Background: an optimization exercise with open tools, aiming at small area. Do not read the settings as production practice. Function was checked by simulation only, so behaviour that the tests miss may differ from the original. The flow treats the clock pin as an ideal source, which a real chip does not have. No activity file was given, so power comes from the tool's default toggle rates.

`design.v`:
```
module bst_msg_dec (
    input  wire         clk,
    input  wire [10:0]  n,           
    input  wire         is_a,        
    input  wire         is_b,        
    input  wire         is_d,        
    input  wire [7:0]   s_l,
    input  wire [7:0]   s_x,
    input  wire [7:0]   s_h2,
    input  wire [7:0]   s_pdus,
    input  wire [7:0]   s_pduf,
    input  wire [7:0]   s_c,
    output wire [2:0]   kind,        
    output wire [2:0]   prio,
    output wire         dst_valid,
    output wire [17:0]  pgn,
    output wire [10:0]  dlen,
    output reg  [2:0]   field,
    output wire         id_valid,
    output reg  [15:0]  declared,
    output wire [15:0]  actual
);
    localparam [2:0] F_HEADER = 3'd0;
    localparam [2:0] F_L      = 3'd1;
    localparam [2:0] F_DL     = 3'd2;
    localparam [2:0] F_LL     = 3'd3;
    localparam [2:0] F_DATA   = 3'd4;
    wire [15:0] ll = {s_h2, s_x};
    wire nz      = (n != 11'd0);
    wire short8  = (n < 11'd8);
    wire short13 = (n < 11'd13);
    wire short   = is_d ? short13 : short8;
    wire data_ok = (s_l <= 8'd14);      
    wire ll_big  = (ll > 16'd1785);
    wire [8:0] l_plus2 = {1'b0, s_l} + 9'd2;
    wire       l_ok_now = (n == {2'd0, l_plus2});
    reg        l_ok;
    always @(posedge clk)
        l_ok <= l_ok_now;
    wire [3:0]  c = short ? 4'd0 : (is_d ? 4'd13 : (l_ok ? 4'd8 : 4'd2));
    wire [10:0] d = n - {7'd0, c};
    wire [15:0] t    = {is_d ? s_h2 : 8'd0, s_x};
    wire        t_ok = (t[10:0] == d);
    wire ok_a = !short8 && l_ok && t_ok;
    wire ok_b = !short8 && l_ok && data_ok;
    wire ok_d = !short13 && !ll_big && t_ok;
    wire msg  = nz && ((is_a && ok_a) || (is_b && ok_b) || (is_d && ok_d));
    wire unk  = nz && !is_a && !is_b && !is_d;
    assign kind      = msg ? 3'd0 : (unk ? 3'd4 : 3'd5);
    assign prio      = is_a ? s_h2[2:0] : s_c[4:2];
    assign dst_valid = !is_b || (s_pduf[7:4] != 4'hF);
    assign pgn       = {s_c[1:0], s_pduf, (s_pduf[7:4] == 4'hF) ? s_pdus : 8'd0};
    assign dlen      = d;
    assign id_valid  = nz;
    assign actual    = (is_d && !short && ll_big) ? ll : {5'd0, d};
    always @* begin
        if (!nz || short) begin
            field    = F_HEADER;
            declared = !nz ? 16'd1 : (is_d ? 16'd13 : 16'd8);
        end else if (is_d) begin
            field    = ll_big ? F_DATA : F_LL;
            declared = ll_big ? 16'd1785 : t;
        end else if (!l_ok) begin
            field    = F_L;
            declared = {8'd0, s_l};
        end else if (is_b) begin
            field    = F_DATA;
            declared = 16'd8;
        end else begin
            field    = F_DL;
            declared = t;
        end
    end
endmodule
module bst_rx #(
    parameter MAX_FRAME = 1798
) (
    input  wire         clk,
    input  wire         rst,             
    input  wire         in_valid,
    input  wire [7:0]   in_byte,
    output reg          dat_valid,
    output wire [7:0]   dat_byte,
    output wire [10:0]  dat_idx,
    output reg          evt_valid,
    output reg  [2:0]   evt_kind,
    output wire [7:0]   msg_tag,
    output wire [2:0]   msg_prio,
    output wire [7:0]   msg_pdus,
    output wire [7:0]   msg_pduf,
    output wire [1:0]   msg_dp,
    output wire [7:0]   msg_dst,
    output wire         msg_dst_valid,
    output wire [7:0]   msg_src,
    output wire [31:0]  msg_ts,
    output wire [1:0]   msg_trc,
    output wire         msg_dir,
    output wire [7:0]   msg_dpp,
    output wire [7:0]   msg_ctrl,
    output wire [17:0]  msg_pgn,
    output wire [10:0]  msg_dlen,
    output wire [10:0]  err_len,
    output wire [7:0]   err_byte,
    output wire [7:0]   err_expected,
    output wire         err_cks_valid,
    output wire [7:0]   err_id,
    output wire         err_id_valid,
    output wire [2:0]   err_field,
    output wire [15:0]  err_declared,
    output wire [15:0]  err_actual
);
    localparam [7:0] DLE = 8'h10;
    localparam [7:0] STX = 8'h02;
    localparam [7:0] ETX = 8'h03;
    localparam [1:0] S_SCAN     = 2'd0;
    localparam [1:0] S_SCAN_DLE = 2'd1;
    localparam [1:0] S_BODY     = 2'd2;
    localparam [1:0] S_BODY_ESC = 2'd3;
    localparam [1:0] E_FRAME    = 2'd0;
    localparam [1:0] E_CHECKSUM = 2'd1;
    localparam [1:0] E_UNESC    = 2'd2;
    localparam [1:0] E_TOOLARGE = 2'd3;
    reg  [1:0]   state;
    reg          empty;      
    reg  [10:0]  idx;        
    reg  [7:0]   nsum;       
    reg  [7:0]   blast;      
    reg          cks_nz;     
    reg  [7:0]   s_l, s_x, s_h2, s_pdus, s_pduf, s_src, s_dst, s_c;
    reg  [7:0]   s_ts0, s_ts1, s_ts2, s_ts3;
    reg          t_lo, t_hi, t_d;
    wire is_a  = t_lo ^ t_hi;
    wire is_b  = t_lo && t_hi;
    wire is_d  = t_d;
    wire known = t_lo || t_hi || t_d;
    wire b_dle = (in_byte == DLE);
    wire b_stx = (in_byte == STX);
    wire b_etx = (in_byte == ETX);
    wire [7:0]   nsum_all = nsum - blast;
    wire buf_full = !empty && idx[10] && idx[9] && idx[8] && idx[2] && idx[1];
    wire [2:0] md_kind;      
    reg          append;         
    reg          unesc;          
    reg          fend;           
    reg          clear;          
    reg  [1:0]   next_state;
    reg          ev;             
    reg  [1:0]   ev_class;
    always @* begin
        append     = 1'b0;
        unesc      = 1'b0;
        fend       = 1'b0;
        clear      = 1'b0;
        next_state = state;
        ev         = 1'b0;
        ev_class   = E_TOOLARGE;
        case (state)
            S_SCAN: begin
                if (b_dle) next_state = S_SCAN_DLE;
            end
            S_SCAN_DLE: begin
                if (b_stx) begin
                    next_state = S_BODY;
                    clear      = 1'b1;
                end else if (!b_dle) begin
                    next_state = S_SCAN;
                end
            end
            S_BODY: begin
                if (b_dle) begin
                    next_state = S_BODY_ESC;
                end else if (buf_full) begin
                    ev         = 1'b1;
                    clear      = 1'b1;
                    next_state = S_SCAN;
                end else begin
                    append = 1'b1;
                end
            end
            S_BODY_ESC: begin
                if (b_dle) begin
                    if (buf_full) begin
                        ev         = 1'b1;
                        clear      = 1'b1;
                        next_state = S_SCAN;
                    end else begin
                        append     = 1'b1;
                        next_state = S_BODY;
                    end
                end else if (b_etx) begin
                    ev         = 1'b1;
                    fend       = 1'b1;
                    clear      = 1'b1;
                    next_state = S_SCAN;
                    ev_class   = (!empty && nsum_all == 8'd0) ? E_FRAME : E_CHECKSUM;
                end else begin
                    ev         = 1'b1;
                    unesc      = 1'b1;
                    clear      = 1'b1;
                    ev_class   = E_UNESC;
                    next_state = b_stx ? S_BODY : S_SCAN;
                end
            end
        endcase
    end
    wire [12:0] pos;
    genvar p;
    generate
        for (p = 0; p < 13; p = p + 1) begin : g_pos
            if (p == 0) begin : g0
                assign pos[p] = empty;
            end else begin : gn
                assign pos[p] = !empty && (idx == p - 1);
            end
        end
    endgenerate
    wire        wr = in_valid && (append || unesc);
    always @(posedge clk) begin
        if (rst) begin
            state <= S_SCAN;
            empty <= 1'b1;
        end else if (in_valid) begin
            state <= next_state;
            if (clear)
                empty <= 1'b1;
            else if (append)
                empty <= 1'b0;
        end
    end
    always @(posedge clk) begin
        idx <= (in_valid && (append || unesc || fend) && empty) ? 11'd0
             : idx + {10'd0, in_valid && (append || unesc)};
        if (wr) begin
            nsum  <= empty ? 8'd0 : nsum_all;
            blast <= in_byte;
        end
        if (wr && pos[0]) begin
            t_lo <= (in_byte == 8'h93) || (in_byte == 8'h95);
            t_hi <= (in_byte == 8'h94) || (in_byte == 8'h95);
            t_d  <= (in_byte == 8'hD0);
        end
        if (wr && (pos[1] || (pos[8] && is_d)))        s_l    <= in_byte;
        if (wr && (pos[1] || (pos[7] && is_a)))        s_x    <= in_byte;
        if (wr && pos[2])                              s_h2   <= in_byte;
        if (wr && (pos[3] || (pos[5] && !is_a)))       s_pdus <= in_byte;
        if (wr && (pos[4] || (pos[6] && !is_a)))       s_pduf <= in_byte;
        if (wr && pos[4])                              s_src  <= in_byte;
        if (wr && (pos[3] || (pos[5] && is_b) || (pos[6] && is_a)))
                                                       s_dst  <= in_byte;
        if (wr && (pos[5] || (pos[7] && !is_a)))       s_c    <= in_byte;
        if (wr && (pos[2] || (pos[9] && !is_b)))       s_ts0  <= in_byte;
        if (wr && (pos[3] || (pos[10] && !is_b)))      s_ts1  <= in_byte;
        if (wr && pos[11])                             s_ts2  <= in_byte;
        if (wr && (pos[0] || (pos[12] && known)))      s_ts3  <= in_byte;
    end
    always @(posedge clk) begin
        if (rst) begin
            dat_valid <= 1'b0;
            evt_valid <= 1'b0;
        end else begin
            dat_valid <= in_valid && append;
            evt_valid <= in_valid && ev;
        end
        evt_kind <= (ev_class == E_FRAME) ? md_kind : {1'b0, ev_class};
        cks_nz <= !empty;
    end
    assign dat_byte = blast;
    assign dat_idx  = idx;
    bst_msg_dec u_msg (
        .clk(clk), .n(idx), .is_a(is_a), .is_b(is_b), .is_d(is_d),
        .s_l(s_l), .s_x(s_x), .s_h2(s_h2), .s_pdus(s_pdus), .s_pduf(s_pduf), .s_c(s_c),
        .kind(md_kind), .prio(msg_prio), .dst_valid(msg_dst_valid), .pgn(msg_pgn),
        .dlen(msg_dlen), .field(err_field), .id_valid(err_id_valid),
        .declared(err_declared), .actual(err_actual)
    );
    wire [7:0] tag = known ? {1'b1, t_d, 1'b0, 1'b1, 1'b0, t_hi, t_lo && !t_hi, t_lo}
                           : s_ts3;
    assign msg_tag  = tag;
    assign msg_pdus = s_pdus;
    assign msg_pduf = s_pduf;
    assign msg_dp   = s_c[1:0];
    assign msg_dst  = s_dst;
    assign msg_src  = s_src;
    assign msg_ts   = {is_b ? 16'd0 : {s_ts3, s_ts2}, s_ts1, s_ts0};
    assign msg_trc  = s_c[6:5];
    assign msg_dir  = s_c[7];
    assign msg_dpp  = s_c;
    assign msg_ctrl = s_l;
    assign err_len       = idx;
    assign err_byte      = blast;
    assign err_expected  = nsum;
    assign err_cks_valid = cks_nz;
    assign err_id        = tag;
endmodule
```
`flow/run.sh`:
```
#!/bin/bash
# Standard layout with these changes:
# - synthesis maps the logic with ABC on each of four area-oriented scripts
#   (flow/area*.abc) and keeps the smallest result (flow/synth.tcl);
# - synthesis's pass-through buffers are removed before placement, as the
#   timing-driven placement does (flow/pre_global_place.tcl);
# - the port buffers use the smallest buffer cell;
# - the clock tree uses small leaf buffers without dummy loads, and leaf
#   buffers whose flip-flops would see a slow clock edge are upsized
#   (flow/post_cts.tcl).
set -euo pipefail
F="$PWD/flow"
export AREA_ABC_SCRIPTS="$F/area1.abc $F/area2.abc $F/area3.abc $F/area4.abc"
export PRE_GLOBAL_PLACE_TCL="$F/pre_global_place.tcl"
export POST_CTS_TCL="$F/post_cts.tcl"
export BUFFER_PORTS_ARGS="-buffer_cell sky130_fd_sc_hd__buf_1"
export CTS_ARGS="-sink_clustering_enable -repair_clock_nets -dont_use_dummy_load -root_buf sky130_fd_sc_hd__clkbuf_8 -buf_list sky130_fd_sc_hd__clkbuf_4 -sink_clustering_size 8 -sink_clustering_max_diameter 40"
bash standard.sh SYNTH_SCRIPT="$F/synth.tcl" finish > make_finish.log 2>&1
```
`flow/area1.abc`:
```
strash
&get -n
&st
&dc2
&syn2
&dch -f
&nf -p -R 1000 -C 32
&st
&dc2
&syn2
&dch -f
&nf -p -R 1000 -C 32
&put
```
`flow/area2.abc`:
```
strash
&get -n
&st
&dc2
&syn3
&dch -f
&nf -p -R 1000 -C 32
&st
&dc2
&syn3
&dch -f
&nf -p -R 1000 -C 32
&put
```
`flow/area3.abc`:
```
strash
&get -n
&st
&syn2
&dch -f
&nf -p -R 1000
&st
&syn2
&dch -f
&nf -p -R 1000
&put
```
`flow/area4.abc`:
```
strash
&get -n
&st
&dc2
&syn2
&dch -f
&nf -p -R 1000 -C 32 -F 8 -A 8 -a
&st
&dc2
&syn2
&dch -f
&nf -p -R 1000 -C 32 -F 8 -A 8 -a
&put
```
`flow/post_cts.tcl`:
```
# Upsize each leaf clock buffer whose flip-flops would see a slow clock edge,
# then legalize the placement again.
estimate_parasitics -placement
set upsized 0
foreach inst [get_cells clkbuf*] {
  if { [get_property $inst ref_name] ne "sky130_fd_sc_hd__clkbuf_4" } { continue }
  set net [get_nets -of_objects [get_pins [get_name $inst]/X]]
  set worst 0
  foreach p [get_pins -of_objects $net] {
    if { [get_property $p direction] eq "input" } {
      set s [get_property $p slew_max]
      if { $s > $worst } { set worst $s }
    }
  }
  if { $worst > 0.105 } {
    puts "post-CTS: [get_name $inst] drives a clock slew of $worst ns; upsizing"
    replace_cell $inst sky130_fd_sc_hd__clkbuf_8
    incr upsized
  }
}
puts "post-CTS: upsized $upsized clock buffers"
if { $upsized > 0 } {
  detailed_placement
  check_placement -verbose
  estimate_parasitics -placement
}
```
`flow/pre_global_place.tcl`:
```
# Remove synthesis's buffers; global_place.tcl then buffers the ports.
remove_buffers
```
`flow/synth.tcl`:
```
# The standard synthesis (synth_recipe.tcl), with ABC run on each of the
# area-oriented scripts listed in AREA_ABC_SCRIPTS in place of ORFS's script;
# the mapping with the smallest cell area is kept. The registers are mapped
# before ABC runs, so they come out as in the standard synthesis.
proc synth {args} { yosys synth -nofsm -noshare {*}$args }
proc abc {args} {
  set i [lsearch -exact $args -script]
  set libs {}
  for {set j 0} {$j < [llength $args]} {incr j} {
    if { [lindex $args $j] eq "-liberty" } { lappend libs -liberty [lindex $args [expr {$j + 1}]] }
  }
  set stat_file $::env(OBJECTS_DIR)/abc_choice_stat.txt
  yosys design -save before_abc
  set best_area -1
  set best_k -1
  set k 0
  foreach script $::env(AREA_ABC_SCRIPTS) {
    yosys design -load before_abc
    set a $args
    if { $i >= 0 } { set a [lreplace $a [expr {$i + 1}] [expr {$i + 1}] $script] }
    yosys abc {*}$a
    yosys tee -q -o $stat_file stat {*}$libs
    set f [open $stat_file r]
    set txt [read $f]
    close $f
    if { [regexp {Chip area for module[^:]*:\s*([0-9.eE+]+)} $txt -> area] } {
      puts "ABC script $script: cell area $area"
      if { $best_area < 0 || $area < $best_area } {
        set best_area $area
        set best_k $k
      }
    }
    yosys design -save after_abc_$k
    incr k
  }
  puts "ABC: keeping script [lindex $::env(AREA_ABC_SCRIPTS) $best_k] (cell area $best_area)"
  yosys design -load after_abc_$best_k
}
source $::env(SCRIPTS_DIR)/synth.tcl
# left out here: clear keep_hierarchy, flatten, clean up, hide names made inside functions, write 1_2_yosys.v
```
`standard.sh`:
```
#!/bin/bash
# synth_recipe.tcl (not shown) runs the flow's synth.tcl, then flattens the netlist and writes it again
# the make line also repeats each setting of config.mk as NAME=value (left out here)
make -C /OpenROAD-flow-scripts/flow DESIGN_CONFIG=/design/flow/config.mk WORK_HOME=/design/flow/orfs CLKGATE_MAP_FILE= SYNTH_SCRIPT=/design/flow/synth_recipe.tcl "${@:-finish}"
```
`config.mk`:
```
export PLATFORM = sky130hd
export DESIGN_NAME = bst_rx
export DESIGN_NICKNAME = bst_rx
export VERILOG_FILES = /design/flow/design.v
export SDC_FILE = /design/flow/constraint.sdc
export NUM_CORES = 4
export LEC_CHECK = 0
export CAP_MARGIN = 0
export CORE_MARGIN = 2
export CORE_UTILIZATION = 40
export GPL_TIMING_DRIVEN = 0
export PLACE_DENSITY = 0.6
export SLEW_MARGIN = 0
```
`constraint.sdc`:
```
create_clock -name core_clock -period 7.0 [get_ports {clk}]
set_input_delay 1.4000 -clock core_clock [delete_from_list [all_inputs] [get_ports {clk}]]
set_output_delay 1.4000 -clock core_clock [all_outputs]
set_load 0.01 [all_outputs]
```
==> impl_metrics.env, run 1 <==
export IMPL_fill_cell_total_of_the_finished_layout=1556
export IMPL_worstHoldStart="state[1]"
export IMPL_synthToLayoutAreaGrowth_pct=14.5
export IMPL_largest_register_ffs=11
export IMPL_period_needed_ns=6.23
export IMPL_clock_sinks=136
export IMPL_maximum_number_of_pins_on_one_net_before_global_route_repair=24
export IMPL_synth_edf_count=115
export IMPL_max_slew_margin_rel_pct=24.0
export IMPL_critPathCaptureType="flip-flop"
export IMPL_slowest_delay_ns=0.78
export IMPL_routedWlPerCell_um=19.2
export IMPL_finalWorstSetupSlack_ns=0.772
export IMPL_top_level_ports=233
export IMPL_clkLatencyLatePin_ns=0.42
export IMPL_synth_top_cells_by_count="sky130_fd_sc_hd__edfxtp_1 (115), sky130_fd_sc_hd__nor2_1 (57), sky130_fd_sc_hd__buf_4 (47), sky130_fd_sc_hd__nor2b_1 (43), sky130_fd_sc_hd__nand2_1 (42)"
export IMPL_detailedRoute_firstPassIterationCount=5
export IMPL_synth_area_top_cells="sky130_fd_sc_hd__edfxtp_1 (52%), sky130_fd_sc_hd__dfxtp_1 (6.4%), sky130_fd_sc_hd__buf_4 (5.4%), sky130_fd_sc_hd__nor2b_1 (4.1%), sky130_fd_sc_hd__nor2_1 (3.3%)"
export IMPL_synth_cell_type_count=47
export IMPL_status="finished clean"
export IMPL_mappedNetlistArea_um2=6580
export IMPL_cts_tree="done"
export IMPL_final_hold_fails=0
export IMPL_dp_slack_ns=0.273
export IMPL_die_area_um2=17500
export IMPL_die_width_um=132
export IMPL_cp_common_cell="sky130_fd_sc_hd__nor2_1"
export IMPL_crit_path_start_kind="input pin"
export IMPL_grt_pass1_vias=5060
export IMPL_groute_usage_overall_pct=21.4
export IMPL_std_cell_rows=46
export IMPL_min_path_type="flip-flop to flip-flop"
export IMPL_synth_warnings=2
export IMPL_netlist_area_leader_share_pct=52.5
export IMPL_synthFlopType="sky130_fd_sc_hd__edfxtp_1"
export IMPL_antenna_left=0
export IMPL_die_height_um=132
export IMPL_register_bank_with_the_most_flops="idx"
export IMPL_drcViolationCount=0
export IMPL_layout_nets=800
export IMPL_floorplan_core_area_um2=16000
export IMPL_criticalPathCategory="input pin to flip-flop"
export IMPL_setup_viol=0
export IMPL_synth_avg_cell_area_um2=11.6
export IMPL_vdd_drop_max_uv=143
export IMPL_routed_wirelength_mm=18.9
export IMPL_crit_path_cell_trace="buf_1 > or4_1 > or4_1 > nor2_1 > nor2_1 > o21bai_1 > or2_0 > clkinv_1 > ha_1 > ha_1 > and3_1 > nand3_1 > nor2_1 > nand3_1 > xor2_1 > nor2_1"
export IMPL_pwr_density_cell_nw_per_um2=170
export IMPL_tns_ns=0
export IMPL_antenna_cells_inserted=0
export IMPL_fraction_of_layout_instances_using_a_drive_strength_above_1_pct=2.47
export IMPL_dr_total_vias=5082
export IMPL_tightestPinTransition_ns=1.14
export IMPL_finalMaxSlewViolations=0
export IMPL_antenna_found_initial=0
export IMPL_final_min_period_over_clock_period_pct=89.0
export IMPL_drtIter0Drc=279
export IMPL_timing_rr_start="idx[8]"
export IMPL_post_dp_hpwl_mm=13.2
export IMPL_async_reset_ff_share_pct=0
export IMPL_yosysSeqAreaShare_pct=58.9
export IMPL_worst_setup_hold_path_clk_slew_ns=0.08
export IMPL_placed_area_um2=7380
export IMPL_via_per_inst=5.16
export IMPL_crit_arrival_ns=6.49
export IMPL_fin_skew_ns=0.0255
export IMPL_floorplan_initialDensity_pct=41.1
export IMPL_global_route_wire_length_before_repair_mm=28.4
export IMPL_placement_io_buffers=227
export IMPL_post_synthesis_cells=567
export IMPL_maxCapViolCount=0
export IMPL_worst_path_max_fanout=19
export IMPL_timing_critical_path_from="in_byte[0]"
export IMPL_max_freq_ghz=0.161
export IMPL_worst_ep_required_time_ns=7.27
export IMPL_ys_seq_elements=136
export IMPL_grt_overflow_total=0
export IMPL_timing_critical_path_slowest_stage_cell="sky130_fd_sc_hd__clkinv_1"
export IMPL_fin_area_um2=7530
export IMPL_post_synth_top_area_cell="sky130_fd_sc_hd__edfxtp_1"
export IMPL_leakagePower_uw=0.00251
export IMPL_grt_setup_unrepaired="false"
export IMPL_synth_most_common_cell="sky130_fd_sc_hd__edfxtp_1"
export IMPL_final_weighted_congestion_in_routability_driven_placement=0.920
[cells in the final DEF, fill, tap and decap left out, drive strengths merged, types with 2 or more instances in the layout]
cell type	n
and2	7
a21o	5
xnor2	24
nand4	7
a21oi	30
o22ai	3
clkbuf	17
buf	228
nand2	42
nor2	57
a22oi	4
edfxtp	115
nor2b	43
o21bai	2
o21ai	12
dfxtp	21
nand3b	4
or2	3
nor4	5
and3	3
xor2	18
ha	16
nand2b	11
mux2	8
nor3b	2
conb	5
nand3	22
o211ai	2
fa	2
clkinv	21
nor4b	2
a31oi	5
or4	3
nor3	6
[kinds of logic (layout without fill, tap and decap cells)]
kind of cell / count (synthesis) / after routing / synth area share, %
xor+xnor: 42 / 42 / 5.59
compound gates: 72 / 72 / 6.64
flops: 136 / 136 / 58.9
fa+ha+maj: 18 / 18 / 3.65
mux: 9 / 9 / 1.52
simple gates: 221 / 221 / 17.1
other cells: 1 / 5 / 0.0570
buf+inv: 68 / 266 / 6.56
[power breakdown]
part | internal (µW) | switching (µW)
Sequential | 875 | 0.0152
Combinational | 2.58 | 18.9
Clock | 143 | 244
Total | 1020 | 263
[per-layer routing]
layer / share of wire (%) / up-vias / GRT usage (%)
met5: 0 / - / 0
met4: 1.8 / 0 / 6.87
met3: 7.4 / 29 / 6.54
met2: 48 / 234 / 34.5
met1: 43 / 2452 / 27.7
li1: - / 2367 / -
[final cells by class]
cell class                      count  area, µm²  area share (%)
Sequential cell                   136       3870            51.4
Multi-Input combinational cell    367       2300            30.5
Timing Repair Buffer              228        857            11.4
Tap cell                          216        270            3.59
Clock buffer                       17        159            2.11
Inverter                           21       78.8            1.05
[through the flow]
step	std cells	utilization [%]	hold WS, ns	total power, µW
5_1_grt	985	47.1	0.610	1330
6_report	985	47.1	0.590	1280
2_1_floorplan	571	-	0.461	899
3_3_place_gp	967	46.0	0.546	914
3_5_place_dp	968	46.1	0.562	915
[worst paths after layout]
check	endpoint	slack (ns)	cells past startpoint
worst min-delay path	state[1]	0.59	2
worst max register to register	evt_kind[0]	1.76	17
worst max-delay path	idx[10]	0.77	16
worst min register to register	state[1]	0.59	2
[worst max-delay path: cells and delay by family]
| kind | cells | cell delay [ns] |
|---|---|---|
| compound gates | 1 | 0.26 |
| buf+inv | 2 | 1.24 |
| fa+ha+maj | 2 | 0.71 |
| xor+xnor | 1 | 0.16 |
| simple gates | 10 | 2.71 |
==> run 2: changes to the inputs <==
--- a/flow/run.sh
+++ b/flow/run.sh
@@ -2,3 +2,3 @@
 # Standard layout with these changes:
-# - synthesis maps the logic with ABC on each of four area-oriented scripts
+# - synthesis maps the logic with ABC on each of six area-oriented scripts
 #   (flow/area*.abc) and keeps the smallest result (flow/synth.tcl);
@@ -12,3 +12,3 @@
 F="$PWD/flow"
-export AREA_ABC_SCRIPTS="$F/area1.abc $F/area2.abc $F/area3.abc $F/area4.abc"
+export AREA_ABC_SCRIPTS="$F/area1.abc $F/area2.abc $F/area3.abc $F/area4.abc $F/area5.abc $F/area6.abc"
 export PRE_GLOBAL_PLACE_TCL="$F/pre_global_place.tcl"
==> flow/area5.abc (new file) <==
strash
&get -n
&st
&dc2
&syn3
&dch -f
&nf -p -R 1000 -C 32
&st
&dc2
&syn3
&dch -f
&nf -p -R 1000 -C 32
&st
&dc2
&syn3
&dch -f
&nf -p -R 1000 -C 32
&put
==> flow/area6.abc (new file) <==
strash
&get -n
&st
&dc2
&syn3
&dch -f
&nf -p -R 1000 -C 32 -E 50
&st
&dc2
&syn3
&dch -f
&nf -p -R 1000 -C 32 -E 50
&put
==> impl_metrics.env, run 2 <==
export IMPL_detailedRoute_firstPassIterationCount=5
export IMPL_top_level_ports=233
export IMPL_status="finished clean"
export IMPL_floorplan_initialDensity_pct=41.2
export IMPL_synth_avg_cell_area_um2=11.8
export IMPL_mappedNetlistArea_um2=6570
export IMPL_criticalPathCategory="flip-flop to output port"
export IMPL_critPathCaptureType="output port"
export IMPL_crit_path_start_kind="flip-flop"
export IMPL_placement_io_buffers=227
export IMPL_routedWlPerCell_um=18.8
export IMPL_synth_most_common_cell="sky130_fd_sc_hd__edfxtp_1"
export IMPL_worst_path_max_fanout=15
export IMPL_synth_top_family_by_area="simple AND/OR/NAND/NOR gates"
export IMPL_layout_nets=789
export IMPL_die_area_um2=17500
export IMPL_maximum_number_of_pins_on_one_net_before_global_route_repair=23
export IMPL_fin_skew_ns=0.0296
export IMPL_max_freq_ghz=0.177
export IMPL_synth_edf_count=115
export IMPL_synth_area_top_cells="sky130_fd_sc_hd__edfxtp_1 (53%), sky130_fd_sc_hd__dfxtp_1 (6.4%), sky130_fd_sc_hd__buf_4 (5.4%), sky130_fd_sc_hd__nor2b_1 (3.9%), sky130_fd_sc_hd__xnor2_1 (3.3%)"
export IMPL_drtIter0Drc=295
export IMPL_std_cell_rows=46
export IMPL_drcViolationCount=0
export IMPL_floorplan_core_area_um2=15900
export IMPL_net_switching_power_uw=258
export IMPL_final_min_period_over_clock_period_pct=80.8
export IMPL_finalMaxSlewViolations=0
export IMPL_tightestPinTransition_ns=1.31
export IMPL_placed_area_um2=7380
export IMPL_combinationalPowerShare_pct=1.6
export IMPL_netlist_area_leader_share_pct=52.6
export IMPL_yosys_mux_area_fraction_pct=2.48
export IMPL_dr_total_vias=4986
export IMPL_tns_ns=0
export IMPL_synth_warnings=2
export IMPL_post_synthesis_cells=555
export IMPL_crit_path_cell_trace="nor2_1 > o21bai_1 > nand2_1 > o21ai_0 > o21ai_0 > ha_1 > or3_1 > nand2b_1 > nor3_1 > xor2_1 > mux2_1 > buf_1"
export IMPL_setup_viol=0
export IMPL_synth_compound_gate_area_share_pct=6.38
export IMPL_synth_area_in_adders_pct=3.66
export IMPL_groute_usage_overall_pct=21.0
export IMPL_maxCapViolCount=0
export IMPL_worst_ep_required_time_ns=5.60
export IMPL_power_clock_fraction_pct=30.3
export IMPL_antenna_left=0
export IMPL_post_synth_xor_area_fraction_pct=6.14
export IMPL_grt_pass1_vias=4907
export IMPL_grt_overflow_total=0
export IMPL_register_bank_with_the_most_flops="idx"
export IMPL_timing_critical_path_slowest_stage_cell="sky130_fd_sc_hd__dfxtp_1"
export IMPL_max_slew_margin_rel_pct=12.1
export IMPL_power_share_switching_pct=20.1
export IMPL_die_height_um=132
export IMPL_global_route_wire_length_before_repair_mm=28.0
export IMPL_period_needed_ns=5.66
export IMPL_clock_sinks=136
export IMPL_synth_cell_type_count=46
export IMPL_power_frac_seq_pct=68.1
export IMPL_async_reset_ff_share_pct=0
export IMPL_antenna_cells_inserted=0
export IMPL_worst_setup_hold_path_clk_slew_ns=0.08
export IMPL_final_weighted_congestion_in_routability_driven_placement=0.897
export IMPL_final_hold_fails=0
export IMPL_via_per_inst=5.12
export IMPL_largest_register_ffs=11
export IMPL_leakagePower_uw=0.00255
export IMPL_fraction_of_layout_instances_using_a_drive_strength_above_1_pct=2.77
export IMPL_grt_setup_unrepaired="false"
export IMPL_yosysSeqAreaShare_pct=59.0
export IMPL_crit_arrival_ns=4.26
export IMPL_cp_common_cell="sky130_fd_sc_hd__o21ai_0"
export IMPL_pwr_density_cell_nw_per_um2=170
export IMPL_synthToLayoutAreaGrowth_pct=14.9
export IMPL_synth_top_cells_by_count="sky130_fd_sc_hd__edfxtp_1 (115), sky130_fd_sc_hd__nor2_1 (53), sky130_fd_sc_hd__buf_4 (47), sky130_fd_sc_hd__nor2b_1 (41), sky130_fd_sc_hd__nand2_1 (34)"
export IMPL_commonest_non_fill_non_tap_cell_in_the_layout="sky130_fd_sc_hd__buf_1"
export IMPL_min_path_type="flip-flop to flip-flop"
export IMPL_clkLatencyLatePin_ns=0.42
export IMPL_most_frequent_cells_in_the_layout="sky130_fd_sc_hd__buf_1 (227), sky130_fd_sc_hd__edfxtp_1 (115), sky130_fd_sc_hd__nor2_1 (53), sky130_fd_sc_hd__nor2b_1 (41), sky130_fd_sc_hd__nand2_1 (34)"
export IMPL_ys_seq_elements=136
export IMPL_slowest_delay_ns=0.73
export IMPL_cts_tree="done"
export IMPL_die_width_um=132
export IMPL_yosys_area_share_simple_pct=15.7
export IMPL_power_report_internal_total_uw=1030
export IMPL_antenna_found_initial=0
export IMPL_post_synth_top_area_cell="sky130_fd_sc_hd__edfxtp_1"
export IMPL_routed_wirelength_mm=18.3
export IMPL_post_dp_hpwl_mm=13.0
export IMPL_synthFlopType="sky130_fd_sc_hd__edfxtp_1"
export IMPL_vdd_drop_max_uv=163
export IMPL_fin_area_um2=7540
==> run 2: final timing paths <==
kind / startpoint / end / slack [ns] / cells past startpoint
worst max-delay path: idx[1] / err_actual[10] / 1.34 / 12
worst min-delay path: state[1] / state[1] / 0.53 / 2
worst max register to register: idx[1] / evt_kind[0] / 2.15 / 17
worst min register to register: state[1] / state[1] / 0.53 / 2
==> run 2: routing by layer <==
| layer | wire length [µm] | track usage, % | share of wire, % | up-vias |
|---|---|---|---|---|
| met5 | 0 | 0 | 0 | - |
| met4 | 235 | 4.89 | 1.3 | 0 |
| met3 | 1390 | 6.65 | 7.6 | 19 |
| met2 | 8850 | 34.2 | 48 | 230 |
| met1 | 7810 | 27.3 | 43 | 2411 |
| li1 | - | - | - | 2326 |
==> run 2: final cells by class <==
| class | count | area (µm²) |
|---|---|---|
| Fill cell | 1502 | 8400 |
| Sequential cell | 136 | 3870 |
| Multi-Input combinational cell | 355 | 2290 |
| Timing Repair Buffer | 229 | 867 |
| Tap cell | 216 | 270 |
| Clock buffer | 17 | 165 |
| Inverter | 21 | 78.8 |
==> run 2: logic make-up (layout without fill, tap and decap cells) <==
kind of cell,after synthesis,count (layout)
AND/OR/NAND/NOR,201,201
flip-flops,136,136
AO/OA/AOI/OAI,70,70
buffers and inverters,68,267
XOR/XNOR,46,46
adder cells (fa/ha/maj),18,18
multiplexers,15,15
other,1,5
==> run 2: stage by stage <==
| stage | power, µW | std cells | hold WS (ns) | util (%) | setup slack [ns] |
|---|---|---|---|---|---|
| after floorplan | 899 | 559 | 0.469 | - | 2.61 |
| final | 1280 | 974 | 0.526 | 47.3 | 1.34 |
| after global routing | 1330 | 974 | 0.556 | 47.3 | 1.05 |
| after detailed placement | 914 | 957 | 0.519 | 46.3 | 1.09 |
| after global placement | 914 | 955 | 0.491 | 46.1 | 0.790 |
==> run 2: worst max-delay path: cells and delay by family (launching register included) <==
kind,cells,cell delay (ns)
AO/OA/AOI/OAI,3,0.73
flip-flops,1,0.73
buffers and inverters,1,0.15
multiplexers,1,0.21
AND/OR/NAND/NOR,5,1.31
adder cells (fa/ha/maj),1,0.30
XOR/XNOR,1,0.42
==> run 2: power by group through the flow <==
stage	clock network (µW)	registers, µW	logic, µW
after floorplan	0	893	5.46
after global placement	0	893	20.9
after detailed placement	0	893	21.2
after global routing	431	875	23.1
final	388	875	20.7
==> run 3: changes to the inputs <==
--- a/design.v
+++ b/design.v
@@ -1,3 +1,2 @@
 module bst_msg_dec (
-    input  wire         clk,
     input  wire [10:0]  n,           
@@ -12,2 +11,4 @@
     input  wire [7:0]   s_c,
+    input  wire         l_ok,        
+    output wire         l_ok_now,    
     output wire [2:0]   kind,        
@@ -35,6 +36,3 @@
     wire [8:0] l_plus2 = {1'b0, s_l} + 9'd2;
-    wire       l_ok_now = (n == {2'd0, l_plus2});
-    reg        l_ok;
-    always @(posedge clk)
-        l_ok <= l_ok_now;
+    assign     l_ok_now = (n == {2'd0, l_plus2});
     wire [3:0]  c = short ? 4'd0 : (is_d ? 4'd13 : (l_ok ? 4'd8 : 4'd2));
@@ -141,2 +139,4 @@
     wire [2:0] md_kind;      
+    wire       l_ok_now;     
+    reg        l_ok;
     reg          append;         
@@ -265,2 +265,3 @@
         cks_nz <= !empty;
+        l_ok   <= l_ok_now;
     end
@@ -269,4 +270,4 @@
     bst_msg_dec u_msg (
-        .clk(clk), .n(idx), .is_a(is_a), .is_b(is_b), .is_d(is_d),
-        .s_l(s_l), .s_x(s_x), .s_h2(s_h2), .s_pdus(s_pdus), .s_pduf(s_pduf), .s_c(s_c),
+        .n(idx), .is_a(is_a), .is_b(is_b), .is_d(is_d),
+        .s_l(s_l), .s_x(s_x), .s_h2(s_h2), .s_pdus(s_pdus), .s_pduf(s_pduf), .s_c(s_c), .l_ok(l_ok), .l_ok_now(l_ok_now),
         .kind(md_kind), .prio(msg_prio), .dst_valid(msg_dst_valid), .pgn(msg_pgn),
--- a/flow/run.sh
+++ b/flow/run.sh
@@ -3,3 +3,5 @@
 # - synthesis maps the logic with ABC on each of six area-oriented scripts
-#   (flow/area*.abc) and keeps the smallest result (flow/synth.tcl);
+#   (flow/area*.abc) and keeps the smallest result (flow/synth.tcl), with
+#   adders left to ABC as plain logic rather than mapped to adder cells and
+#   carry chains built as ripple rather than Kogge-Stone trees;
 # - synthesis's pass-through buffers are removed before placement, as the
@@ -17,2 +19,2 @@
 export CTS_ARGS="-sink_clustering_enable -repair_clock_nets -dont_use_dummy_load -root_buf sky130_fd_sc_hd__clkbuf_8 -buf_list sky130_fd_sc_hd__clkbuf_4 -sink_clustering_size 8 -sink_clustering_max_diameter 40"
-bash standard.sh SYNTH_SCRIPT="$F/synth.tcl" finish > make_finish.log 2>&1
+bash standard.sh SYNTH_SCRIPT="$F/synth.tcl" ADDER_MAP_FILE= SYNTH_OPERATIONS_ARGS=-flatten finish > make_finish.log 2>&1
==> impl_metrics.env, run 3 <==
export IMPL_post_dp_hpwl_mm=12.6
export IMPL_final_min_period_over_clock_period_pct=80.4
export IMPL_drcViolationCount=0
export IMPL_crit_path_start_kind="input pin"
export IMPL_min_path_type="flip-flop to flip-flop"
export IMPL_maxCapViolCount=0
export IMPL_seq_area_um2=3870
export IMPL_synth_edf_count=115
export IMPL_routed_wirelength_mm=17.7
export IMPL_cts_tree="done"
export IMPL_final_weighted_congestion_in_routability_driven_placement=0.854
export IMPL_synth_top_cells_by_count="sky130_fd_sc_hd__edfxtp_1 (115), sky130_fd_sc_hd__nor2_1 (52), sky130_fd_sc_hd__buf_4 (47), sky130_fd_sc_hd__nand2_1 (34), sky130_fd_sc_hd__a21oi_1 (28)"
export IMPL_antenna_cells_inserted=0
export IMPL_power_share_switching_pct=20.3
export IMPL_status="finished clean"
export IMPL_dp_slack_ns=0.902
export IMPL_worst_path_max_fanout=18
export IMPL_dr_total_vias=4914
export IMPL_netlist_area_leader_share_pct=54.3
export IMPL_crit_arrival_ns=5.92
export IMPL_layout_nets=757
export IMPL_grt_busiest_layer="met2"
export IMPL_finalMaxSlewViolations=0
export IMPL_clkLatencyLatePin_ns=0.41
export IMPL_pwr_density_cell_nw_per_um2=173
export IMPL_post_synthesis_cells=541
export IMPL_maximum_number_of_pins_on_one_net_before_global_route_repair=20
export IMPL_whs_endpoint="state[1]"
export IMPL_net_switching_power_uw=259
export IMPL_groute_layer_met3_usage_pct=7.79
export IMPL_critPathCaptureType="flip-flop"
export IMPL_tns_ns=0
export IMPL_clock_sinks=136
export IMPL_multi_input_area_um2=2140
export IMPL_timing_rr_start="idx[2]"
export IMPL_placement_io_buffers=227
export IMPL_synthFlopType="sky130_fd_sc_hd__edfxtp_1"
export IMPL_tightestPinTransition_ns=1.23
export IMPL_power_clock_fraction_pct=29.5
export IMPL_top_level_ports=233
export IMPL_regToRegEndpoint="idx[10]"
export IMPL_period_needed_ns=5.63
export IMPL_synthToLayoutAreaGrowth_pct=15.5
export IMPL_synth_cell_type_count=47
export IMPL_grt_pass1_vias=4711
export IMPL_worstHoldStart="state[1]"
export IMPL_leakagePower_uw=0.00236
export IMPL_post_synth_top_area_cell="sky130_fd_sc_hd__edfxtp_1"
export IMPL_yosysSeqAreaShare_pct=60.9
export IMPL_hold_path_cell_count=2
export IMPL_fraction_of_layout_instances_using_a_drive_strength_above_1_pct=3.23
export IMPL_final_hold_fails=0
export IMPL_register_bank_with_the_most_flops="idx"
export IMPL_largest_register_ffs=11
export IMPL_groute_usage_overall_pct=21.0
export IMPL_routedWlPerCell_um=18.4
export IMPL_synth_warnings=2
export IMPL_criticalPathCategory="input pin to flip-flop"
export IMPL_mappedNetlistArea_um2=6360
export IMPL_vdd_drop_max_uv=179
export IMPL_fin_area_um2=7350
export IMPL_worst_setup_hold_path_clk_slew_ns=0.10
export IMPL_grt_overflow_total=0
export IMPL_antenna_left=0
export IMPL_finalWorstSetupSlack_ns=1.37
export IMPL_synth_most_common_cell="sky130_fd_sc_hd__edfxtp_1"
export IMPL_floorplan_core_area_um2=15700
export IMPL_global_route_wire_length_before_repair_mm=26.4
export IMPL_synth_avg_cell_area_um2=11.8
export IMPL_die_width_um=130
export IMPL_global_route_usage_met1_pct=27.2
export IMPL_fin_skew_ns=0.0270
export IMPL_max_freq_ghz=0.178
export IMPL_drtIter0Drc=357
export IMPL_timing_hold_ws_ns=0.537
export IMPL_floorplan_initialDensity_pct=40.5
export IMPL_power_frac_seq_pct=68.7
export IMPL_power_report_internal_total_uw=1020
export IMPL_commonest_non_fill_non_tap_cell_in_the_layout="sky130_fd_sc_hd__buf_1"
export IMPL_setup_reg_to_reg_worst_slack_ns=2.26
export IMPL_async_reset_ff_share_pct=0
export IMPL_antenna_found_initial=0
export IMPL_combinationalPowerShare_pct=1.8
export IMPL_placed_area_um2=7190
export IMPL_finish_utilization_pct=46.8
export IMPL_most_frequent_cells_in_the_layout="sky130_fd_sc_hd__buf_1 (227), sky130_fd_sc_hd__edfxtp_1 (115), sky130_fd_sc_hd__nor2_1 (52), sky130_fd_sc_hd__nand2_1 (34), sky130_fd_sc_hd__a21oi_1 (28)"
export IMPL_via_per_inst=5.12
export IMPL_global_route_usage_met2_pct=33.7
export IMPL_die_area_um2=16900
export IMPL_fill_cell_total_of_the_finished_layout=1509
export IMPL_max_slew_margin_rel_pct=17.1
export IMPL_detailedRoute_firstPassIterationCount=5
export IMPL_die_height_um=130
export IMPL_grt_setup_unrepaired="false"
export IMPL_ys_seq_elements=136
export IMPL_setup_viol=0
export IMPL_synth_area_top_cells="sky130_fd_sc_hd__edfxtp_1 (54%), sky130_fd_sc_hd__dfxtp_1 (6.6%), sky130_fd_sc_hd__buf_4 (5.5%), sky130_fd_sc_hd__nor2_1 (3.1%), sky130_fd_sc_hd__xnor2_1 (3.0%)"
export IMPL_worst_ep_required_time_ns=7.29
export IMPL_std_cell_rows=46
export IMPL_r2r_worst_path_cells=14
## run 3: power by group through the flow
stage | Combinational, µW | Sequential [µW] | Clock (µW)
floorplan | 7.12 | 894 | 0
global placement | 22.8 | 894 | 0
detailed placement | 23.1 | 894 | 0
global route | 25.4 | 876 | 419
finish | 22.7 | 876 | 376
## run 3: worst max path at each step
stage | slack, ns | from | endpoint | cells after the start
final | 1.37 | in_byte[4] | idx[10] | 16
after global routing | 0.92 | in_byte[4] | idx[10] | 16
after detailed placement | 0.90 | in_byte[4] | idx[10] | 16
after global placement | 0.11 | in_byte[4] | s_pduf[0] | 13
after floorplan | 2.04 | in_byte[3] | s_pduf[0] | 13
## run 3: routing by layer
| metal | vias up | share of wire, % |
|---|---|---|
| li1 | 2317 | - |
| met1 | 2364 | 42 |
| met2 | 216 | 48 |
| met3 | 17 | 8.6 |
| met4 | 0 | 1.0 |
| met5 | - | 0 |
## run 3: worst max-delay path, cell delays in order
cell                       delay [ns]
sky130_fd_sc_hd__buf_1           0.71
sky130_fd_sc_hd__nand2_1         0.10
sky130_fd_sc_hd__nor4_1          0.27
sky130_fd_sc_hd__nand2_1         0.16
sky130_fd_sc_hd__and3_1          0.27
sky130_fd_sc_hd__nor2b_1         0.15
sky130_fd_sc_hd__o21ai_0         0.43
sky130_fd_sc_hd__clkinv_1        0.68
sky130_fd_sc_hd__and2_0          0.50
sky130_fd_sc_hd__and3_1          0.29
sky130_fd_sc_hd__and3_1          0.24
sky130_fd_sc_hd__and3_1          0.21
sky130_fd_sc_hd__and2_0          0.19
sky130_fd_sc_hd__nand2_1         0.10
sky130_fd_sc_hd__xor2_1          0.15
sky130_fd_sc_hd__nor2_1          0.06
## run 3: cell type report
class / instances / share of cell area, %
clock buffer: 17 / 2.08
sequential: 136 / 52.7
multi-input combinational: 351 / 29.2
timing repair buffer: 229 / 11.8
inverter: 11 / 0.562
tap: 216 / 3.68
## run 3: cells by family after synthesis
family          Yosys count  synth area share, %
fa+ha+maj                 1                0.157
other cells               1               0.0589
buf+inv                  58                 6.19
flops                   136                 60.9
xor+xnor                 41                 5.64
simple gates            216                 17.7
compound gates           81                 8.16
mux                       7                 1.24
## run 3: per-stage QoR
stage	power (µW)	instances
after global routing	1320	960
final	1270	960
after detailed placement	917	943
after global placement	917	941
after floorplan	901	545
==> run 4: changes to the inputs <==
--- a/flow/run.sh
+++ b/flow/run.sh
@@ -2,3 +2,3 @@
 # Standard layout with these changes:
-# - synthesis maps the logic with ABC on each of six area-oriented scripts
+# - synthesis maps the logic with ABC on each of eight area-oriented scripts
 #   (flow/area*.abc) and keeps the smallest result (flow/synth.tcl), with
@@ -14,3 +14,3 @@
 F="$PWD/flow"
-export AREA_ABC_SCRIPTS="$F/area1.abc $F/area2.abc $F/area3.abc $F/area4.abc $F/area5.abc $F/area6.abc"
+export AREA_ABC_SCRIPTS="$(ls "$F"/area*.abc | tr "\n" " ")"
 export PRE_GLOBAL_PLACE_TCL="$F/pre_global_place.tcl"
==> flow/area1.abc (replaced) <==
strash
&get -n
&st
&dc2
&syn3
&dch -f
&nf -p -R 1000 -C 32
&st
&dc2
&syn3
&dch -f
&nf -p -R 1000 -C 32
&put
--- a/flow/area2.abc
+++ b/flow/area2.abc
@@ -12,2 +12,7 @@
 &nf -p -R 1000 -C 32
+&st
+&dc2
+&syn3
+&dch -f
+&nf -p -R 1000 -C 32
 &put
==> flow/area3.abc (replaced) <==
strash
&get -n
&st
&dc2
&syn3
&dch
&nf -p -R 1000 -C 32
&st
&dc2
&syn3
&dch
&nf -p -R 1000 -C 32
&put
==> flow/area4.abc (replaced) <==
strash
&get -n
&st
&dc2
&syn3
&dch -f
&nf -p -R 1000 -C 32 -E 50
&st
&dc2
&syn3
&dch -f
&nf -p -R 1000 -C 32 -E 50
&put
==> flow/area5.abc (replaced) <==
strash
&get -n
&st
&dc2
&syn3
&dch
&nf -p -R 1000 -C 32
&st
&dc2
&syn3
&dch
&nf -p -R 1000 -C 32
&st
&dc2
&syn3
&dch
&nf -p -R 1000 -C 32
&put
==> flow/area6.abc (replaced) <==
strash
&get -n
&st
&dc2
&syn3
&dch
&nf -p -R 1000
&st
&dc2
&syn3
&dch
&nf -p -R 1000
&put
==> flow/area7.abc (new file) <==
strash
&get -n
&st
&dc2
&syn3
&dch
&nf -p -R 1000 -C 32 -F 6 -A 4
&st
&dc2
&syn3
&dch
&nf -p -R 1000 -C 32 -F 6 -A 4
&put
==> flow/area8.abc (new file) <==
strash
&get -n
&st
&dc2
&syn3
&dch -f
&nf -p -R 1000 -C 32 -k
&st
&dc2
&syn3
&dch -f
&nf -p -R 1000 -C 32 -k
&put
==> impl_metrics.env, run 4 <==
export IMPL_register_bank_with_the_most_flops="idx"
export IMPL_final_weighted_congestion_in_routability_driven_placement=0.947
export IMPL_tightestPinTransition_ns=1.25
export IMPL_criticalPathCategory="flip-flop to output port"
export IMPL_most_frequent_cells_in_the_layout="sky130_fd_sc_hd__buf_1 (227), sky130_fd_sc_hd__edfxtp_1 (115), sky130_fd_sc_hd__nor2_1 (60), sky130_fd_sc_hd__nand2_1 (32), sky130_fd_sc_hd__and2_0 (29)"
export IMPL_setup_reg_to_reg_worst_slack_ns=1.73
export IMPL_dp_slack_ns=0.987
export IMPL_final_min_period_over_clock_period_pct=93.6
export IMPL_slowest_delay_ns=0.86
export IMPL_fin_skew_ns=0.0256
export IMPL_fraction_of_layout_instances_using_a_drive_strength_above_1_pct=2.84
export IMPL_dp_cells=934
export IMPL_clock_sinks=136
export IMPL_via_per_inst=5.24
export IMPL_max_freq_ghz=0.153
export IMPL_die_area_um2=16800
export IMPL_placement_io_buffers=227
export IMPL_finish_utilization_pct=47.6
export IMPL_timing_critical_path_slowest_stage_cell="sky130_fd_sc_hd__o21ai_0"
export IMPL_setup_viol=0
export IMPL_worst_ep_required_time_ns=5.60
export IMPL_critical_path_top_delay_family="simple AND/OR/NAND/NOR gates"
export IMPL_antenna_cells_inserted=0
export IMPL_crit_path_cell_trace="or4_1 > nor4_1 > nand2b_1 > o21ai_0 > nor2_1 > nor3_1 > a21o_1 > or3_1 > or2_0 > xor2_1 > a21oi_1 > buf_1"
export IMPL_largest_register_ffs=11
export IMPL_std_cell_rows=45
export IMPL_combinationalPowerShare_pct=1.8
export IMPL_worstHoldStart="state[1]"
export IMPL_synth_top_cells_by_count="sky130_fd_sc_hd__edfxtp_1 (115), sky130_fd_sc_hd__nor2_1 (60), sky130_fd_sc_hd__buf_4 (47), sky130_fd_sc_hd__nand2_1 (32), sky130_fd_sc_hd__and2_0 (29)"
export IMPL_net_switching_power_uw=259
export IMPL_hold_path_cell_count=1
export IMPL_r2r_worst_path_cells=13
export IMPL_min_path_type="flip-flop to flip-flop"
export IMPL_synthToLayoutAreaGrowth_pct=15.2
export IMPL_cp_buffers_inverters=1
export IMPL_synth_cell_type_count=51
export IMPL_clkLatencyLatePin_ns=0.43
export IMPL_drtIter0Drc=333
export IMPL_period_needed_ns=6.55
export IMPL_max_slew_margin_rel_pct=15.7
export IMPL_crit_path_start_kind="flip-flop"
export IMPL_grt_setup_unrepaired="false"
export IMPL_power_report_internal_total_uw=1020
export IMPL_post_synth_top_area_cell="sky130_fd_sc_hd__edfxtp_1"
export IMPL_layout_nets=753
export IMPL_post_dp_hpwl_mm=12.4
export IMPL_timing_hold_ws_ns=0.590
export IMPL_synth_most_common_cell="sky130_fd_sc_hd__edfxtp_1"
export IMPL_leakagePower_uw=0.00233
export IMPL_finalMaxSlewViolations=0
export IMPL_post_synthesis_cells=538
export IMPL_top_level_ports=233
export IMPL_mappedNetlistArea_um2=6330
export IMPL_synth_warnings=2
export IMPL_synth_area_top_cells="sky130_fd_sc_hd__edfxtp_1 (55%), sky130_fd_sc_hd__dfxtp_1 (6.6%), sky130_fd_sc_hd__buf_4 (5.6%), sky130_fd_sc_hd__nor2_1 (3.6%), sky130_fd_sc_hd__and2_0 (2.9%)"
export IMPL_critPathCaptureType="output port"
export IMPL_antenna_found_initial=0
export IMPL_floorplan_core_area_um2=15300
export IMPL_die_width_um=130
export IMPL_cts_tree="done"
export IMPL_final_hold_fails=0
export IMPL_finalWorstSetupSlack_ns=0.445
export IMPL_synth_edf_count=115
export IMPL_power_share_switching_pct=20.2
export IMPL_tns_ns=0
export IMPL_finish_cell_count_without_fillers=951
export IMPL_maxCapViolCount=0
export IMPL_power_clock_fraction_pct=29.8
export IMPL_netlist_area_leader_share_pct=54.6
export IMPL_whs_endpoint="evt_valid"
export IMPL_grt_overflow_total=0
export IMPL_timing_rr_start="idx[4]"
export IMPL_global_route_wire_length_before_repair_mm=25.9
export IMPL_power_frac_seq_pct=68.4
export IMPL_vdd_drop_max_uv=152
export IMPL_status="finished clean"
export IMPL_routedWlPerCell_um=18.4
export IMPL_worst_path_max_fanout=11
export IMPL_detailedRoute_firstPassIterationCount=4
export IMPL_pwr_density_cell_nw_per_um2=176
export IMPL_commonest_non_fill_non_tap_cell_in_the_layout="sky130_fd_sc_hd__buf_1"
export IMPL_synthFlopType="sky130_fd_sc_hd__edfxtp_1"
export IMPL_synth_avg_cell_area_um2=11.8
export IMPL_floorplan_initialDensity_pct=41.3
export IMPL_maximum_number_of_pins_on_one_net_before_global_route_repair=20
export IMPL_die_height_um=130
export IMPL_yosysSeqAreaShare_pct=61.2
export IMPL_async_reset_ff_share_pct=0
export IMPL_antenna_left=0
export IMPL_dr_total_vias=4987
export IMPL_crit_arrival_ns=5.15
export IMPL_ys_seq_elements=136
export IMPL_routed_wirelength_mm=17.5
export IMPL_grt_pass1_vias=4692
export IMPL_regToRegEndpoint="evt_kind[0]"
export IMPL_drcViolationCount=0
export IMPL_worst_setup_hold_path_clk_slew_ns=0.08
export IMPL_groute_usage_overall_pct=20.8
run 4: worst max path at each step:
stage | from | end | slack, ns | cells after the start
after detailed placement | idx[4] | err_actual[7] | 0.99 | 12
after global routing | idx[4] | err_actual[7] | 0.04 | 12
after floorplan | idx[4] | msg_dlen[7] | 2.27 | 11
after global placement | idx[4] | err_actual[7] | 1.16 | 12
final | idx[4] | err_actual[7] | 0.45 | 12
run 4: layout make-up:
class | count | area [µm²]
inverters | 15 | 56.3
multi-input cells | 344 | 2080
well taps | 211 | 264
flip-flops and latches | 136 | 3870
clock buffers | 17 | 159
fillers | 1499 | 8030
repair buffers | 228 | 860
run 4: kinds of logic (layout without fill, tap and decap cells):
kind of cell	after synthesis	in the layout	share of synthesized area, %
and+or+nand+nor	208	208	16.7
DFF	136	136	61.2
AOI/OAI and AO/OA	81	81	8.25
buffers and inverters	62	260	6.47
xor gates and xnor gates	39	39	5.40
muxes	8	8	1.42
adders and majority gates	3	3	0.475
other	1	5	0.0593
run 4: routing by layer:
layer / track usage [%] / vias up / share of wire, %
li1: - / 2303 / -
met5: 0 / - / 0
met2: 32.9 / 269 / 47
met1: 26.7 / 2386 / 41
met4: 6.70 / 0 / 1.6
met3: 7.67 / 29 / 10
run 4: worst register-to-register path, delay by kind of cell, from the launching register on:
kind | cells | cell delay (ns)
simple gates | 7 | 2.49
compound gates | 4 | 1.77
flops | 1 | 0.43
xor+xnor | 2 | 0.47
run 4: per-stage QoR:
stage / cell area (µm²) / power [µW]
after floorplan: 6340 / 901
after global placement: 7100 / 917
after detailed placement: 7120 / 918
after global routing: 7290 / 1320
final: 7290 / 1280
run 4: power by group through the flow:
stage | registers [µW] | clock network [µW] | logic [µW]
2_1_floorplan | 894 | 0 | 6.95
3_3_place_gp | 894 | 0 | 22.9
3_5_place_dp | 894 | 0 | 23.5
5_1_grt | 876 | 421 | 25.7
6_report | 876 | 381 | 23.3
==> run 5: changes to the inputs <==
--- a/design.v
+++ b/design.v
@@ -128,7 +128,6 @@
     reg  [7:0]   s_ts0, s_ts1, s_ts2, s_ts3;
-    reg          t_lo, t_hi, t_d;
-    wire is_a  = t_lo ^ t_hi;
-    wire is_b  = t_lo && t_hi;
+    reg          t_d;
+    wire is_a  = !t_d && ((s_ts3 == 8'h93) || (s_ts3 == 8'h94));
+    wire is_b  = !t_d && (s_ts3 == 8'h95);
     wire is_d  = t_d;
-    wire known = t_lo || t_hi || t_d;
     wire b_dle = (in_byte == DLE);
@@ -236,7 +235,3 @@
         end
-        if (wr && pos[0]) begin
-            t_lo <= (in_byte == 8'h93) || (in_byte == 8'h95);
-            t_hi <= (in_byte == 8'h94) || (in_byte == 8'h95);
-            t_d  <= (in_byte == 8'hD0);
-        end
+        if (wr && pos[0])                              t_d    <= (in_byte == 8'hD0);
         if (wr && (pos[1] || (pos[8] && is_d)))        s_l    <= in_byte;
@@ -253,3 +248,3 @@
         if (wr && pos[11])                             s_ts2  <= in_byte;
-        if (wr && (pos[0] || (pos[12] && known)))      s_ts3  <= in_byte;
+        if (wr && (pos[0] || (pos[12] && t_d)))        s_ts3  <= in_byte;
     end
@@ -276,4 +271,3 @@
     );
-    wire [7:0] tag = known ? {1'b1, t_d, 1'b0, 1'b1, 1'b0, t_hi, t_lo && !t_hi, t_lo}
-                           : s_ts3;
+    wire [7:0] tag = t_d ? 8'hD0 : s_ts3;
     assign msg_tag  = tag;
==> impl_metrics.env, run 5 <==
export IMPL_post_synth_top_area_cell="sky130_fd_sc_hd__edfxtp_1"
export IMPL_crit_path_cell_trace="nor3_1 > nand2_1 > nor2_1 > nor3_1 > a21oi_1 > a21oi_1 > a21oi_1 > maj3_1 > or3_1 > nor2_1 > nand2_1 > o21ai_0 > a21oi_1 > buf_1"
export IMPL_worst_ep_required_time_ns=5.60
export IMPL_antenna_left=0
export IMPL_cp_common_cell="sky130_fd_sc_hd__a21oi_1"
export IMPL_period_needed_ns=5.76
export IMPL_floorplan_initialDensity_pct=41.1
export IMPL_clock_sinks=134
export IMPL_finalMaxSlewViolations=0
export IMPL_most_frequent_cells_in_the_layout="sky130_fd_sc_hd__buf_1 (227), sky130_fd_sc_hd__edfxtp_1 (113), sky130_fd_sc_hd__nor2_1 (65), sky130_fd_sc_hd__a21oi_1 (40), sky130_fd_sc_hd__nand2_1 (30)"
export IMPL_final_weighted_congestion_in_routability_driven_placement=0.937
export IMPL_layout_nets=763
export IMPL_global_route_usage_met2_pct=33.8
export IMPL_synth_avg_cell_area_um2=11.4
export IMPL_yosysSeqAreaShare_pct=60.6
export IMPL_crit_path_start_kind="flip-flop"
export IMPL_max_slew_margin_rel_pct=18.4
export IMPL_largest_register_ffs=11
export IMPL_mappedNetlistArea_um2=6290
export IMPL_antenna_cells_inserted=0
export IMPL_clkLatencyLatePin_ns=0.42
export IMPL_antenna_found_initial=0
export IMPL_finish_utilization_pct=47.1
export IMPL_setup_viol=0
export IMPL_dr_total_vias=5143
export IMPL_synth_top_cells_by_count="sky130_fd_sc_hd__edfxtp_1 (113), sky130_fd_sc_hd__nor2_1 (65), sky130_fd_sc_hd__buf_4 (47), sky130_fd_sc_hd__a21oi_1 (40), sky130_fd_sc_hd__nand2_1 (30)"
export IMPL_die_height_um=129
export IMPL_detailedRoute_firstPassIterationCount=5
export IMPL_tightestPinTransition_ns=1.21
export IMPL_routed_wirelength_mm=17.8
export IMPL_criticalPathCategory="flip-flop to output port"
export IMPL_grt_setup_unrepaired="false"
export IMPL_drcViolationCount=0
export IMPL_grt_overflow_total=0
export IMPL_post_synthesis_cells=553
export IMPL_fraction_of_layout_instances_using_a_drive_strength_above_1_pct=2.53
export IMPL_final_min_period_over_clock_period_pct=82.3
export IMPL_max_freq_ghz=0.174
export IMPL_async_reset_ff_share_pct=0
export IMPL_maximum_number_of_pins_on_one_net_before_global_route_repair=28
export IMPL_critPathCaptureType="output port"
export IMPL_synth_cell_type_count=45
export IMPL_synthFlopType="sky130_fd_sc_hd__edfxtp_1"
export IMPL_critical_path_top_delay_family="simple AND/OR/NAND/NOR gates"
export IMPL_global_route_wire_length_before_repair_mm=26.2
export IMPL_worst_setup_hold_path_clk_slew_ns=0.09
export IMPL_synth_edf_count=113
export IMPL_maxCapViolCount=0
export IMPL_std_cell_rows=45
export IMPL_die_width_um=129
export IMPL_global_route_usage_met1_pct=27.9
export IMPL_pwr_density_cell_nw_per_um2=172
export IMPL_groute_layer_met3_usage_pct=5.99
export IMPL_synthToLayoutAreaGrowth_pct=14.6
export IMPL_fill_cell_total_of_the_finished_layout=1444
export IMPL_cts_tree="done"
export IMPL_vdd_drop_max_uv=126
export IMPL_ys_seq_elements=134
export IMPL_post_dp_hpwl_mm=12.4
export IMPL_register_bank_with_the_most_flops="idx"
export IMPL_top_level_ports=233
export IMPL_fin_skew_ns=0.0318
export IMPL_timing_critical_path_slowest_stage_cell="sky130_fd_sc_hd__nor3_1"
export IMPL_slowest_delay_ns=0.61
export IMPL_worst_path_max_fanout=10
export IMPL_synth_warnings=2
export IMPL_grt_pass1_vias=4632
export IMPL_netlist_area_leader_share_pct=53.9
export IMPL_setup_reg_to_reg_worst_slack_ns=2.10
export IMPL_floorplan_core_area_um2=15300
export IMPL_status="finished clean"
export IMPL_commonest_non_fill_non_tap_cell_in_the_layout="sky130_fd_sc_hd__buf_1"
export IMPL_min_path_type="flip-flop to flip-flop"
export IMPL_tns_ns=0
export IMPL_groute_usage_overall_pct=21.1
export IMPL_crit_arrival_ns=4.36
export IMPL_cp_buffers_inverters=1
export IMPL_drtIter0Drc=487
export IMPL_placement_io_buffers=227
export IMPL_synth_most_common_cell="sky130_fd_sc_hd__edfxtp_1"
export IMPL_grt_busiest_layer="met2"
export IMPL_synth_area_top_cells="sky130_fd_sc_hd__edfxtp_1 (54%), sky130_fd_sc_hd__dfxtp_1 (6.7%), sky130_fd_sc_hd__buf_4 (5.6%), sky130_fd_sc_hd__nor2_1 (3.9%), sky130_fd_sc_hd__a21oi_1 (3.2%)"
export IMPL_final_hold_fails=0
export IMPL_via_per_inst=5.35
export IMPL_leakagePower_uw=0.00231
export IMPL_routedWlPerCell_um=18.5
export IMPL_die_area_um2=16800
## run 5: worst paths after layout
kind                 start        endpoint  depth (start not counted)
setup reg to reg    idx[6]     evt_kind[0]                         19
hold / removal    state[1]           empty                          1
setup / recovery    idx[6]  err_actual[10]                         14
hold reg to reg   state[1]           empty                          1
## run 5: per-stage QoR
stage / cell area, µm² / setup WS, ns / cells / hold slack [ns] / power (µW)
final: 7220 / 1.24 / 961 / 0.603 / 1240
after floorplan: 6310 / 2.48 / 557 / 0.487 / 884
after global placement: 7060 / 1.16 / 944 / 0.546 / 899
after detailed placement: 7060 / 0.979 / 944 / 0.534 / 899
after global routing: 7220 / 0.858 / 961 / 0.611 / 1280
## run 5: per-layer routing
layer	vias to the layer above	wire, µm	share of wire (%)
met3	19	1490	8.4
met2	283	8510	48
met5	-	0	0
li1	2360	-	-
met4	0	193	1.1
met1	2481	7630	43
## run 5: cell type report
class                   count  area, µm²  area share [%]
well taps                 211        264            3.66
flip-flops and latches    134       3810            52.8
clock buffers              17        146            2.03
repair buffers            227        852            11.8
inverters                  16       60.1           0.832
multi-input cells         356       2080            28.8
## run 5: cell families (layout without fill, tap and decap cells)
kind of cell | after synthesis | count (layout) | synth area share (%)
simple gates | 213 | 213 | 17.2
flops | 134 | 134 | 60.6
compound gates | 96 | 96 | 9.24
buf+inv | 67 | 260 | 6.80
xor+xnor | 35 | 35 | 4.87
mux | 6 | 6 | 1.05
fa+ha+maj | 1 | 1 | 0.159
other cells | 1 | 5 | 0.0596
## run 5: report_power, final
part           internal, µW  switching, µW
Combinational          1.77           16.9
Sequential              862         0.0272
Clock                   131            228
Total                   994            245

==> re-timing with driven ports <==
The flow's constraints put no driver on any port. The routed layouts listed below were extracted and timed again, unchanged, in two steps. Step 1: set_driving_cell puts a clkbuf_16 on clk and a buf_2 on each other input, an assumption about the parent block. Step 2 adds t to the input delays and takes it off the output delays; t is the mean of the earliest and latest rising clock arrival at the registers after step 1. Input paths then give back, and output paths get back, about the clock's delay inside the block. Three values: no drivers, after step 1, after step 2; two values: the first two.
| run | shift t [ns] | slack for setup (ns) | worst hold slack (ns) | latest minus earliest clock arrival (ns) |
|---|---|---|---|---|
| run 1 | 0.445 | 0.772 / 0.790 / 0.345 | 0.590 / 0.590 / 0.590 | 0.026 / 0.026 |
| run 2 | 0.439 | 1.345 / 1.307 / 1.120 | 0.526 / 0.526 / 0.526 | 0.033 / 0.032 |
| run 3 | 0.436 | 1.374 / 1.385 / 0.948 | 0.537 / 0.537 / 0.537 | 0.027 / 0.027 |
| run 4 | 0.449 | 0.445 / 0.408 / 0.857 | 0.590 / 0.590 / 0.590 | 0.035 / 0.034 |
| run 5 | 0.440 | 1.239 / 1.203 / 1.010 | 0.603 / 0.603 / 0.603 | 0.035 / 0.035 |
After both steps setup and hold are still met in every run listed. For run 1, which loses most, drivers alone change the setup slack by +0.018 ns; drivers and shift together by -0.427 ns.
